This is an optimization exercise on Yosys and OpenROAD, whose aim is small area, a short achievable clock period and few clock cycles, not a production implementation. The RTL was checked by simulation tests, not by an equivalence proof against the original design. Power figures rest on the tool's default switching activity, not on a simulated workload.

==> flow/run.sh <==
#!/bin/bash
# synth_recipe.tcl (not shown) runs the flow's synth.tcl, then flattens the netlist and writes it again
# the make line also repeats each setting of config.mk as NAME=value (left out here)
make -C /OpenROAD-flow-scripts/flow DESIGN_CONFIG=/design/flow/config.mk WORK_HOME=/design/flow/orfs CLKGATE_MAP_FILE= SYNTH_SCRIPT=/design/flow/synth_recipe.tcl finish
==> flow/config.mk <==
export PLATFORM = sky130hd
export DESIGN_NAME = pid_engine
export DESIGN_NICKNAME = pid_engine
export VERILOG_FILES = /design/flow/design.v
export SDC_FILE = /design/flow/constraint.sdc
export NUM_CORES = 4
export LEC_CHECK = 0
export CAP_MARGIN = 20
export CORE_MARGIN = 2
export CORE_UTILIZATION = 30
export SLEW_MARGIN = 20
==> flow/constraint.sdc <==
create_clock -name core_clock -period 20.0 [get_ports {clk}]
set_input_delay 4.0000 -clock core_clock [delete_from_list [all_inputs] [get_ports {clk}]]
set_output_delay 4.0000 -clock core_clock [all_outputs]
set_load 0.01 [all_outputs]
==> flow/design.v <==
module fp_round_pack (
    input  wire               sign,
    input  wire signed [11:0] exp,
    input  wire        [26:0] sig,
    input  wire               sticky,
    output reg         [31:0] result
);
    reg [11:0] sh;
    reg [26:0] sig_s;
    reg        st;
    reg [11:0] er;
    reg [23:0] mant;
    reg        g, s, rnd;
    reg [24:0] mant_r;
    integer    i;
    always @(*) begin
        sh    = 12'd0;
        sig_s = sig;
        st    = sticky;
        er    = exp;
        if (exp < 12'sd1) begin
            sh = 12'sd1 - exp;
            for (i = 0; i < 27; i = i + 1)
                if (i < sh) st = st | sig[i];
            if (sh > 12'd26) sig_s = 27'd0;
            else             sig_s = sig >> sh;
            er = 12'd1;
        end
        mant   = sig_s[26:3];
        g      = sig_s[2];
        s      = sig_s[1] | sig_s[0] | st;
        rnd    = g & (s | mant[0]);
        mant_r = {1'b0, mant} + {24'd0, rnd};
        if (mant_r[24]) begin
            mant_r = mant_r >> 1;
            er     = er + 12'd1;
        end
        if ($signed(er) >= 12'sd255)
            result = {sign, 8'hFF, 23'd0};
        else if (mant_r[23])
            result = {sign, er[7:0], mant_r[22:0]};
        else
            result = {sign, 8'h00, mant_r[22:0]};
    end
endmodule
module fp_add (
    input  wire [31:0] a,
    input  wire [31:0] b,
    output reg  [31:0] y
);
    wire a_nan = (a[30:23] == 8'hFF) && (a[22:0] != 0);
    wire b_nan = (b[30:23] == 8'hFF) && (b[22:0] != 0);
    wire a_inf = (a[30:23] == 8'hFF) && (a[22:0] == 0);
    wire b_inf = (b[30:23] == 8'hFF) && (b[22:0] == 0);
    wire        swap = b[30:0] > a[30:0];
    wire [31:0] x    = swap ? b : a;
    wire [31:0] z    = swap ? a : b;
    wire [7:0]  ex  = (x[30:23] == 0) ? 8'd1 : x[30:23];
    wire [7:0]  ez  = (z[30:23] == 0) ? 8'd1 : z[30:23];
    wire [23:0] mx  = {x[30:23] != 0, x[22:0]};
    wire [23:0] mz  = {z[30:23] != 0, z[22:0]};
    wire [7:0]  d   = ex - ez;
    wire        sub = x[31] ^ z[31];
    reg  [26:0] zs;
    reg         zst;
    reg  [27:0] r;
    reg  [4:0]  lz;
    reg  [26:0] sig;
    reg         st;
    reg  signed [11:0] e;
    integer     i;
    wire [31:0] packed_y;
    always @(*) begin
        zst = 1'b0;
        for (i = 3; i < 27; i = i + 1)
            if (i < d) zst = zst | mz[i - 3];
        if (d > 8'd26) zs = 27'd0;
        else           zs = {mz, 3'b000} >> d;
        zs[0] = zs[0] | zst;
        if (sub) r = {1'b0, mx, 3'b000} - {1'b0, zs};
        else     r = {1'b0, mx, 3'b000} + {1'b0, zs};
        lz = 5'd0;
        for (i = 0; i <= 26; i = i + 1)
            if (r[i]) lz = 5'd26 - i[4:0];
        if (r[27]) begin
            sig = r[27:1];
            st  = r[0];
            e   = {4'd0, ex} + 12'sd1;
        end else begin
            sig = r[26:0] << lz;
            st  = 1'b0;
            e   = {4'd0, ex} - {7'd0, lz};
        end
    end
    fp_round_pack u_rp (.sign(x[31]), .exp(e), .sig(sig), .sticky(st), .result(packed_y));
    always @(*) begin
        if (a_nan || b_nan || (a_inf && b_inf && (a[31] != b[31])))
            y = 32'h7FC00000;
        else if (a_inf)
            y = a;
        else if (b_inf)
            y = b;
        else if (r == 28'd0)
            y = sub ? 32'h00000000 : {x[31], 31'd0};
        else
            y = packed_y;
    end
endmodule
module fp_mul (
    input  wire [31:0] a,
    input  wire [31:0] b,
    output reg  [31:0] y
);
    wire a_nan  = (a[30:23] == 8'hFF) && (a[22:0] != 0);
    wire b_nan  = (b[30:23] == 8'hFF) && (b[22:0] != 0);
    wire a_inf  = (a[30:23] == 8'hFF) && (a[22:0] == 0);
    wire b_inf  = (b[30:23] == 8'hFF) && (b[22:0] == 0);
    wire a_zero = (a[30:0] == 0);
    wire b_zero = (b[30:0] == 0);
    wire sign   = a[31] ^ b[31];
    wire [7:0]  ea = (a[30:23] == 0) ? 8'd1 : a[30:23];
    wire [7:0]  eb = (b[30:23] == 0) ? 8'd1 : b[30:23];
    wire [23:0] ma = {a[30:23] != 0, a[22:0]};
    wire [23:0] mb = {b[30:23] != 0, b[22:0]};
    wire [47:0] p  = ma * mb;
    reg  [5:0]  lz;
    reg  [47:0] pn;
    reg  signed [11:0] e;
    integer     i;
    wire [31:0] packed_y;
    always @(*) begin
        lz = 6'd0;
        for (i = 0; i <= 47; i = i + 1)
            if (p[i]) lz = 6'd47 - i[5:0];
        pn = p << lz;
        e  = {4'd0, ea} + {4'd0, eb} - 12'sd126 - {6'd0, lz};
    end
    fp_round_pack u_rp (.sign(sign), .exp(e), .sig(pn[47:21]), .sticky(|pn[20:0]),
                        .result(packed_y));
    always @(*) begin
        if (a_nan || b_nan || (a_inf && b_zero) || (b_inf && a_zero))
            y = 32'h7FC00000;
        else if (a_inf || b_inf)
            y = {sign, 8'hFF, 23'd0};
        else if (a_zero || b_zero)
            y = {sign, 31'd0};
        else
            y = packed_y;
    end
endmodule
module fp_div (
    input  wire        clk,
    input  wire        rst,
    input  wire        start,
    input  wire [31:0] a,
    input  wire [31:0] b,
    output reg         done,
    output wire [31:0] y
);
    wire a_nan  = (a[30:23] == 8'hFF) && (a[22:0] != 0);
    wire b_nan  = (b[30:23] == 8'hFF) && (b[22:0] != 0);
    wire a_inf  = (a[30:23] == 8'hFF) && (a[22:0] == 0);
    wire b_inf  = (b[30:23] == 8'hFF) && (b[22:0] == 0);
    wire a_zero = (a[30:0] == 0);
    wire b_zero = (b[30:0] == 0);
    wire sign   = a[31] ^ b[31];
    wire [7:0]  ea = (a[30:23] == 0) ? 8'd1 : a[30:23];
    wire [7:0]  eb = (b[30:23] == 0) ? 8'd1 : b[30:23];
    wire [23:0] ma = {a[30:23] != 0, a[22:0]};
    wire [23:0] mb = {b[30:23] != 0, b[22:0]};
    reg  [4:0]  lza, lzb;
    reg  [23:0] na, nb;
    integer     i;
    always @(*) begin
        lza = 5'd0;
        lzb = 5'd0;
        for (i = 0; i <= 23; i = i + 1) begin
            if (ma[i]) lza = 5'd23 - i[4:0];
            if (mb[i]) lzb = 5'd23 - i[4:0];
        end
        na = ma << lza;
        nb = mb << lzb;
    end
    reg         busy;
    reg  [4:0]  count;
    reg  [24:0] rem;
    reg  [23:0] dvs;
    reg  [25:0] q;
    reg  signed [11:0] e;
    reg         s_sign;
    reg  [1:0]  special;      
    wire [24:0] diff = rem - {1'b0, dvs};
    wire [31:0] packed_y;
    always @(posedge clk) begin
        if (rst) begin
            busy <= 1'b0;
            done <= 1'b0;
        end else begin
            done <= 1'b0;
            if (start) begin
                busy    <= 1'b1;
                count   <= 5'd0;
                s_sign  <= sign;
                dvs     <= nb;
                q       <= 26'd0;
                if (na < nb) begin
                    rem <= {na, 1'b0};
                    e   <= {4'd0, ea} - {7'd0, lza} - {4'd0, eb} + {7'd0, lzb} + 12'sd126;
                end else begin
                    rem <= {1'b0, na};
                    e   <= {4'd0, ea} - {7'd0, lza} - {4'd0, eb} + {7'd0, lzb} + 12'sd127;
                end
                if (a_nan || b_nan || (a_inf && b_inf) || (a_zero && b_zero))
                    special <= 2'd1;
                else if (a_inf || b_zero)
                    special <= 2'd2;
                else if (a_zero || b_inf)
                    special <= 2'd3;
                else
                    special <= 2'd0;
            end else if (busy) begin
                if (!diff[24]) begin
                    q   <= {q[24:0], 1'b1};
                    rem <= {diff[23:0], 1'b0};
                end else begin
                    q   <= {q[24:0], 1'b0};
                    rem <= {rem[23:0], 1'b0};
                end
                count <= count + 5'd1;
                if (count == 5'd25) begin
                    busy <= 1'b0;
                    done <= 1'b1;
                end
            end
        end
    end
    fp_round_pack u_rp (.sign(s_sign), .exp(e), .sig({q, 1'b0}), .sticky(rem != 0),
                        .result(packed_y));
    assign y = (special == 2'd1) ? 32'h7FC00000 :
               (special == 2'd2) ? {s_sign, 8'hFF, 23'd0} :
               (special == 2'd3) ? {s_sign, 31'd0} : packed_y;
endmodule
module fp_lt (
    input  wire [31:0] a,
    input  wire [31:0] b,
    output wire        y
);
    wire a_nan = (a[30:23] == 8'hFF) && (a[22:0] != 0);
    wire b_nan = (b[30:23] == 8'hFF) && (b[22:0] != 0);
    wire [31:0] ka = a[31] ? ~a : (a | 32'h80000000);
    wire [31:0] kb = b[31] ? ~b : (b | 32'h80000000);
    wire both_zero = (a[30:0] == 0) && (b[30:0] == 0);
    assign y = !a_nan && !b_nan && !both_zero && (ka < kb);
endmodule
module pid_engine (
    input  wire        clk,
    input  wire        rst,           
    input  wire        in_valid,
    output wire        in_ready,
    input  wire [31:0] in_word,       
    input  wire [31:0] in_a,          
    input  wire [31:0] in_b,          
    input  wire [31:0] in_c,          
    input  wire [31:0] in_d,          
    input  wire [31:0] in_e,          
    input  wire [31:0] in_f,          
    output reg         out_valid,
    output reg  [1:0]  out_status,    
    output reg  [31:0] out_result     
);
    localparam N = 7;
    localparam [1:0] ST_OK = 2'd0, ST_FAULT = 2'd2, ST_HALTED = 2'd3;
    localparam [3:0] C_ILLEGAL_OP = 4'd1, C_BAD_ID = 4'd2, C_PARAMS_UNINIT = 4'd4,
                     C_NAN_OPERAND = 4'd5, C_DT_NONPOSITIVE = 4'd6, C_NAN_RESULT = 4'd8;
    localparam [31:0] TWO = 32'h40000000;
    localparam [3:0] S_IDLE = 4'd0,  S_ERR = 4'd1,  S_SUM = 4'd2,  S_HALF = 4'd3,
                     S_MULDT = 4'd4, S_ACC = 4'd5,  S_CLI = 4'd6,  S_DNUM = 4'd7,
                     S_DDIV = 4'd8,  S_M1 = 4'd9,   S_M2 = 4'd10,  S_S1 = 4'd11,
                     S_M3 = 4'd12,   S_U = 4'd13,   S_CLO = 4'd14;
    reg [31:0] kp   [1:N];
    reg [31:0] ki   [1:N];
    reg [31:0] kd   [1:N];
    reg [31:0] ilim [1:N];
    reg [31:0] olim [1:N];
    reg [31:0] sthr [1:N];
    reg        sep_en [1:N];
    reg        dmeas  [1:N];
    reg        pvalid [1:N];
    reg [31:0] integ  [1:N];
    reg [31:0] lerr   [1:N];
    reg [31:0] lfb    [1:N];
    reg        halt;
    function is_nan(input [31:0] x);
        is_nan = (x[30:23] == 8'hFF) && (x[22:0] != 23'd0);
    endfunction
    wire [7:0]  opc = in_word[31:24];
    wire [7:0]  id  = in_word[23:16];
    wire [15:0] aux = in_word[15:0];
    wire op_pid  = (opc == 8'h20) && (aux == 16'd0);
    wire op_prst = (opc == 8'h21) && (aux == 16'd0);
    wire op_wrp  = (opc == 8'h40) && (aux[15:2] == 14'd0);
    wire id_ok   = (id >= 8'd1) && (id <= N);
    wire [2:0] idx = id[2:0];
    wire pid_nan = is_nan(in_a) || is_nan(in_b) || is_nan(in_c);
    wire wrp_nan = pid_nan || is_nan(in_d) || is_nan(in_e) || is_nan(in_f);
    wire dt_le0  = (in_c[30:0] == 31'd0) || in_c[31];
    reg  [3:0] chk_cause;
    always @(*) begin
        chk_cause = 4'd0;
        if (!(op_pid || op_prst || op_wrp))
            chk_cause = C_ILLEGAL_OP;
        else if (!id_ok)
            chk_cause = C_BAD_ID;
        else if (op_pid && !pvalid[idx])
            chk_cause = C_PARAMS_UNINIT;
        else if ((op_pid && pid_nan) || (op_wrp && wrp_nan))
            chk_cause = C_NAN_OPERAND;
        else if (op_pid && dt_le0)
            chk_cause = C_DT_NONPOSITIVE;
    end
    function [31:0] sat_limit(input [31:0] x);
        sat_limit = (x[31] && (x[30:0] != 31'd0)) ? 32'd0 : x;
    endfunction
    reg  [3:0]  state;
    reg  [2:0]  w_id;
    reg  [31:0] w_ref, w_fb, w_dt;
    reg  [31:0] w_kp, w_ki, w_kd, w_ilim, w_olim, w_sthr;
    reg         w_sep, w_dmeas;
    reg  [31:0] w_int, w_lerr, w_lfb;
    reg  [31:0] t_err, t_x, t_acc, t_int, t_der, t_m1, t_u;
    reg         div_started;
    assign in_ready = (state == S_IDLE);
    wire accept = in_valid && in_ready;
    reg  [31:0] add_a, add_b, mul_a, mul_b, div_a, div_b;
    wire [31:0] add_y, mul_y, div_y;
    wire        div_done;
    reg         div_start;
    fp_add u_add (.a(add_a), .b(add_b), .y(add_y));
    fp_mul u_mul (.a(mul_a), .b(mul_b), .y(mul_y));
    fp_div u_div (.clk(clk), .rst(rst), .start(div_start), .a(div_a), .b(div_b),
                  .done(div_done), .y(div_y));
    reg  [31:0] cl_x, cl_lim;
    wire        cl_gt, cl_lt, sep_lt;
    fp_lt u_gt  (.a(cl_lim), .b(cl_x), .y(cl_gt));                    
    fp_lt u_lt  (.a(cl_x), .b({~cl_lim[31], cl_lim[30:0]}), .y(cl_lt));  
    fp_lt u_sep (.a({1'b0, t_err[30:0]}), .b(w_sthr), .y(sep_lt));    
    wire [31:0] cl_y = cl_gt ? cl_lim : cl_lt ? {~cl_lim[31], cl_lim[30:0]} : cl_x;
    always @(*) begin
        add_a = 32'd0; add_b = 32'd0;
        mul_a = 32'd0; mul_b = 32'd0;
        div_a = t_x;   div_b = TWO;
        div_start = 1'b0;
        cl_x = t_u; cl_lim = w_olim;
        case (state)
            S_ERR:   begin add_a = w_ref; add_b = {~w_fb[31], w_fb[30:0]}; end
            S_SUM:   begin add_a = t_err; add_b = w_lerr; end
            S_HALF:  begin div_a = t_x; div_b = TWO; div_start = !div_started; end
            S_MULDT: begin mul_a = t_x; mul_b = w_dt; end
            S_ACC:   begin add_a = w_int; add_b = t_x; end
            S_CLI:   begin cl_x = t_acc; cl_lim = w_ilim; end
            S_DNUM:  begin
                         if (w_dmeas) begin add_a = w_lfb; add_b = {~w_fb[31], w_fb[30:0]}; end
                         else         begin add_a = t_err; add_b = {~w_lerr[31], w_lerr[30:0]}; end
                     end
            S_DDIV:  begin div_a = t_x; div_b = w_dt; div_start = !div_started; end
            S_M1:    begin mul_a = w_kp; mul_b = t_err; end
            S_M2:    begin mul_a = w_ki; mul_b = t_int; end
            S_S1:    begin add_a = t_m1; add_b = t_x; end
            S_M3:    begin mul_a = w_kd; mul_b = t_der; end
            S_U:     begin add_a = t_m1; add_b = t_x; end
            S_CLO:   begin cl_x = t_u; cl_lim = w_olim; end
            default: ;
        endcase
    end
    integer k;
    always @(posedge clk) begin
        if (rst) begin
            state       <= S_IDLE;
            out_valid   <= 1'b0;
            out_status  <= 2'd0;
            out_result  <= 32'd0;
            halt        <= 1'b0;
            div_started <= 1'b0;
            for (k = 1; k <= N; k = k + 1) begin
                kp[k] <= 32'd0;  ki[k] <= 32'd0;  kd[k] <= 32'd0;
                ilim[k] <= 32'd0; olim[k] <= 32'd0; sthr[k] <= 32'd0;
                sep_en[k] <= 1'b0; dmeas[k] <= 1'b0; pvalid[k] <= 1'b0;
                integ[k] <= 32'd0; lerr[k] <= 32'd0; lfb[k] <= 32'd0;
            end
        end else begin
            out_valid <= 1'b0;
            case (state)
                S_IDLE: if (accept) begin
                    out_result <= 32'd0;
                    if (halt) begin
                        out_valid  <= 1'b1;
                        out_status <= ST_HALTED;
                    end else if (chk_cause != 4'd0) begin
                        out_valid  <= 1'b1;
                        out_status <= ST_FAULT;
                        out_result <= {28'd0, chk_cause};
                        halt       <= 1'b1;
                    end else if (op_prst) begin
                        out_valid  <= 1'b1;
                        out_status <= ST_OK;
                        integ[idx] <= 32'd0;
                        lerr[idx]  <= 32'd0;
                        lfb[idx]   <= 32'd0;
                    end else if (op_wrp) begin
                        out_valid  <= 1'b1;
                        out_status <= ST_OK;
                        kp[idx]     <= in_a;
                        ki[idx]     <= in_b;
                        kd[idx]     <= in_c;
                        ilim[idx]   <= sat_limit(in_d);
                        olim[idx]   <= sat_limit(in_e);
                        sthr[idx]   <= in_f;
                        sep_en[idx] <= aux[0];
                        dmeas[idx]  <= aux[1];
                        pvalid[idx] <= 1'b1;
                    end else begin
                        w_id    <= idx;
                        w_ref   <= in_a;
                        w_fb    <= in_b;
                        w_dt    <= in_c;
                        w_kp    <= kp[idx];
                        w_ki    <= ki[idx];
                        w_kd    <= kd[idx];
                        w_ilim  <= ilim[idx];
                        w_olim  <= olim[idx];
                        w_sthr  <= sthr[idx];
                        w_sep   <= sep_en[idx];
                        w_dmeas <= dmeas[idx];
                        w_int   <= integ[idx];
                        w_lerr  <= lerr[idx];
                        w_lfb   <= lfb[idx];
                        state   <= S_ERR;
                    end
                end
                S_ERR:   begin t_err <= add_y; state <= S_SUM; end
                S_SUM:   begin t_x <= add_y; state <= S_HALF; end
                S_HALF:  begin
                             div_started <= 1'b1;
                             if (div_done) begin
                                 t_x <= div_y; div_started <= 1'b0; state <= S_MULDT;
                             end
                         end
                S_MULDT: begin t_x <= mul_y; state <= S_ACC; end
                S_ACC:   begin
                             if (!w_sep || sep_lt) t_acc <= add_y;
                             else                  t_acc <= w_int;
                             state <= S_CLI;
                         end
                S_CLI:   begin t_int <= cl_y; state <= S_DNUM; end
                S_DNUM:  begin t_x <= add_y; state <= S_DDIV; end
                S_DDIV:  begin
                             div_started <= 1'b1;
                             if (div_done) begin
                                 t_der <= div_y; div_started <= 1'b0; state <= S_M1;
                             end
                         end
                S_M1:    begin t_m1 <= mul_y; state <= S_M2; end
                S_M2:    begin t_x <= mul_y; state <= S_S1; end
                S_S1:    begin t_m1 <= add_y; state <= S_M3; end
                S_M3:    begin t_x <= mul_y; state <= S_U; end
                S_U:     begin t_u <= add_y; state <= S_CLO; end
                S_CLO:   begin
                             out_valid <= 1'b1;
                             state     <= S_IDLE;
                             if (is_nan(t_err) || is_nan(t_int) || is_nan(cl_y)) begin
                                 out_status <= ST_FAULT;
                                 out_result <= {28'd0, C_NAN_RESULT};
                                 halt       <= 1'b1;
                             end else begin
                                 out_status    <= ST_OK;
                                 out_result    <= cl_y;
                                 integ[w_id]   <= t_int;
                                 lerr[w_id]    <= t_err;
                                 lfb[w_id]     <= w_fb;
                             end
                         end
                default: state <= S_IDLE;
            endcase
        end
    end
endmodule
==> impl_metrics.tcl <==
set metrics [dict create \
    fin_skew_ns 0.0587 \
    drtIter0Drc 19269 \
    die_w_um 786 \
    cp-end-kind "flip-flop" \
    firstDrtPassIters 9 \
    period_share_pct 95.8 \
    gp_congestion 1.02 \
    crit_slowest_cell "or4b_2" \
    busiest_layer "met2" \
    regToRegSetupSlack_ns 0.84 \
    tightest_slew_ns 1.37 \
    clkSinkCount 3079 \
    cp-start-kind "flip-flop" \
    cts_tree "yes" \
    required_ns 20.64 \
    slew_viol_final 0 \
    met1_usage_pct 30.2 \
    postSynth.asyncResetShare_pct 0 \
    antenna_left 0 \
    slowest_delay_ns 0.71 \
    synth_edf_count 3028 \
    grt.met2_usage_pct 34.4 \
    grt_max_degree 134 \
    clk_pin_slew_ns 0.06 \
    vdd_drop_max_v 0.000115 \
    synthFlopType "edfxtp_1" \
    run_status "no timing/DRC/antenna violations" \
    place_ws_ns 0.0805 \
    clk_path_buf_depth 4 \
    n_fill_cell 60032 \
    layout_setup_ws_ns 0.837 \
    syn_area_um2 183000 \
    pin_count 263 \
    area_delta_synth_final_pct 14.5 \
    place_hpwl_mm 503 \
    power_density_nw_per_um2 74.8 \
    numCtsBuffers 327 \
    ys_types 128 \
    finalSetupViolCount 0 \
    nNetsFinal 17483 \
    grt_first_pass_wirelength_mm 1010 \
    grt.met3_usage_pct 4.90 \
    grt-ovfl-total 0 \
    drt_wl_total_mm 719 \
    final_core_util_pct 34.4 \
    drv_cap 0 \
    vias 139863 \
    leakage_nw 75.8 \
    final_cells 24700 \
    routedWlPerCell_um 29.1 \
    grtUsageTotal_pct 22.4 \
    tns_ns 0 \
    layout-drive-gt1-share_pct 14.5 \
    hold_violations 0 \
    initial_core_util_pct 30.1 \
    insertion_delay_ns 0.94 \
    relSlewSlack_pct 8.50 \
    ys_ff_latch 3079 \
    critPathKind "flip-flop to flip-flop" \
    synth_warnings 5 \
    row_count 287 \
    cts-root-buf "clkbuf_16" \
    viasPerCell 5.66 \
    core-area_um2 610000 \
    dieHeight_um 786 \
    syn_avg_cell_area_um2 11.6 \
    die_area_um2 618000 \
    netlist_instances 15817 \
    antenna_found_initial 81 \
    cp_max_fo 31 \
    grt_pass1_vias 133616 \
    finalCriticalPeriod_ns 19.16 \
    fmax_mhz 52.2 \
    port_buffers 262 \
    hp-class "flip-flop to flip-flop" \
    fin_total_pwr_mw 15.7 \
    crit_arrival_ns 19.80 \
    placed_cells 24056 \
    htreeDepth 5 \
    drc 0 \
    yosysSeqAreaShare_pct 50.1 \
]
==> worst max-delay path: cells and delay by family, from the launching register on <==
kind | cells | cell delay [ns]
flip-flops | 1 | 0.41
XOR/XNOR | 2 | 0.46
adder cells (fa/ha/maj) | 11 | 4.38
buffers and inverters | 12 | 1.90
AND/OR/NAND/NOR | 22 | 6.19
multiplexers | 3 | 0.40
AO/OA/AOI/OAI | 20 | 5.07
==> cells by family (layout without fill, tap and decap cells) <==
logic type               Yosys count  after routing  synth area share (%)
AND/OR/NAND/NOR                 5731           5732                  14.9
flip-flops                      3079           3079                  50.1
adder cells (fa/ha/maj)          951            951                  8.50
XOR/XNOR                         343            343                  1.65
multiplexers                    1269           1269                  11.3
buffers and inverters           1808           2360                  3.76
other                              2            239               0.00409
AO/OA/AOI/OAI                   2634           2635                  9.74
==> stage by stage <==
step	area, um^2	hold slack, ns
floorplan	184000	0.401
global placement	199000	0.336
detailed placement	199000	0.342
CTS	210000	0.354
global route	210000	0.362
finish	210000	0.360
==> layout make-up <==
cell class / count / area (um^2) / area share (%)
tap: 8092 / 10100 / 4.82
antenna: 44 / 110 / 0.0524
clock inverter: 201 / 1850 / 0.880
multi-input combinational: 11125 / 86100 / 41.0
inverter: 826 / 3100 / 1.48
clock buffer: 386 / 8570 / 4.08
sequential: 3079 / 92000 / 43.8
timing repair buffer: 947 / 8140 / 3.88
==> synthesized netlist by cell type (199+ instances only) <==
master	count	area share (%)
mux2i_1	293	1.6
inv_1	811	1.7
edfxtp_1	3028	50
a22oi_1	199	0.81
nor3_1	269	0.73
mux2_2	366	2.2
nand3_1	260	0.71
clkbuf_1	715	1.5
buf_1	204	0.42
ha_1	457	3.1
and2_1	913	3.1
a21oi_1	661	1.8
nor2_1	1906	3.9
fa_1	493	5.4
mux4_2	609	7.5
nand2_1	1405	2.9
o21ai_0	399	1.1
==> report_power, final <==
group	switching [mW]	internal, mW	total [mW]	leakage, nW
sequential	0.0435	7.25	7.29	30.7
combinational	1.59	0.786	2.38	40.0
clock	2.64	3.40	6.04	5.08
total	4.28	11.4	15.7	75.8
==> layer usage <==
metal,vias up,share of wire (%),routed length [um]
li1,59068,-,-
met1,70975,40,287000
met2,8314,44,318000
met3,1486,10,73600
met4,20,5.5,39900
met5,-,0.050,358
==> timing repair <==
item / 4_1_cts / 5_1_grt
setup endpoints to repair: 6 / 155
gates resized for setup: 1 / 60
setup buffers: 0 / 9
hold endpoints to repair: 0 / 0
gates cloned: 1 / 2
pin swaps: 1 / 5
hold buffers: 0 / 0
==> flip-flops by register name (all words and copies together), names as in the netlist, 256 cells and up <==
name,cells
kd,256
lerr,256
ilim,256
sthr,256
ki,256
integ,256
lfb,256
kp,256
olim,256
==> placed cells by master, fill, tap and decap left out, types with 258 or more instances in the layout <==
cell                n
a21oi_1           654
and2_1            912
buf_4             653
clkbuf_16         335
clkdlybuf4s50_1   258
edfxtp_1         3028
fa_1              493
ha_1              456
inv_1             810
mux2_2            366
mux2i_1           291
mux4_2            609
nand2_1          1388
nand3_1           258
nor2_1           1888
o21ai_0           395
==> path summary, 6_finish.rpt <==
| check | startpoint | end | cells past startpoint |
|---|---|---|---|
| worst min-delay path | pvalid[0] | pvalid[0] | 0 |
| worst max-delay path | state[3] | t_x[25] | 70 |
| worst min register to register | pvalid[0] | pvalid[0] | 0 |
| worst max register to register | state[3] | t_x[25] | 70 |
Testbench counts, summed over its fixed seeds: cycles 579,832.

## separate check: timing with driven ports
No port has a modelled driver above. Below, the same layout with a new extraction and two added sets of constraints. Step 1 (the two cells are an assumption about what drives the block):
set clk [get_ports {clk}]
set_driving_cell -lib_cell sky130_fd_sc_hd__clkbuf_16 $clk
set_driving_cell -lib_cell sky130_fd_sc_hd__buf_2 [delete_from_list [all_inputs] $clk]
Step 2, shift: input delay + t, output delay - t, t = (earliest + latest rising clock arrival at the registers) / 2. This alone moves slack from input paths to output paths. a / b / c = ideal ports / drivers / drivers and shift; a / b = the first two.
shift t [ns]: 1.016
setup WS [ns]: 0.837 / 0.837 / 0.837
worst setup path at the end: register to register
After both steps this run still meets setup and hold. For this run, drivers alone change the setup slack by 0.000 ns; drivers and shift together by 0.000 ns.
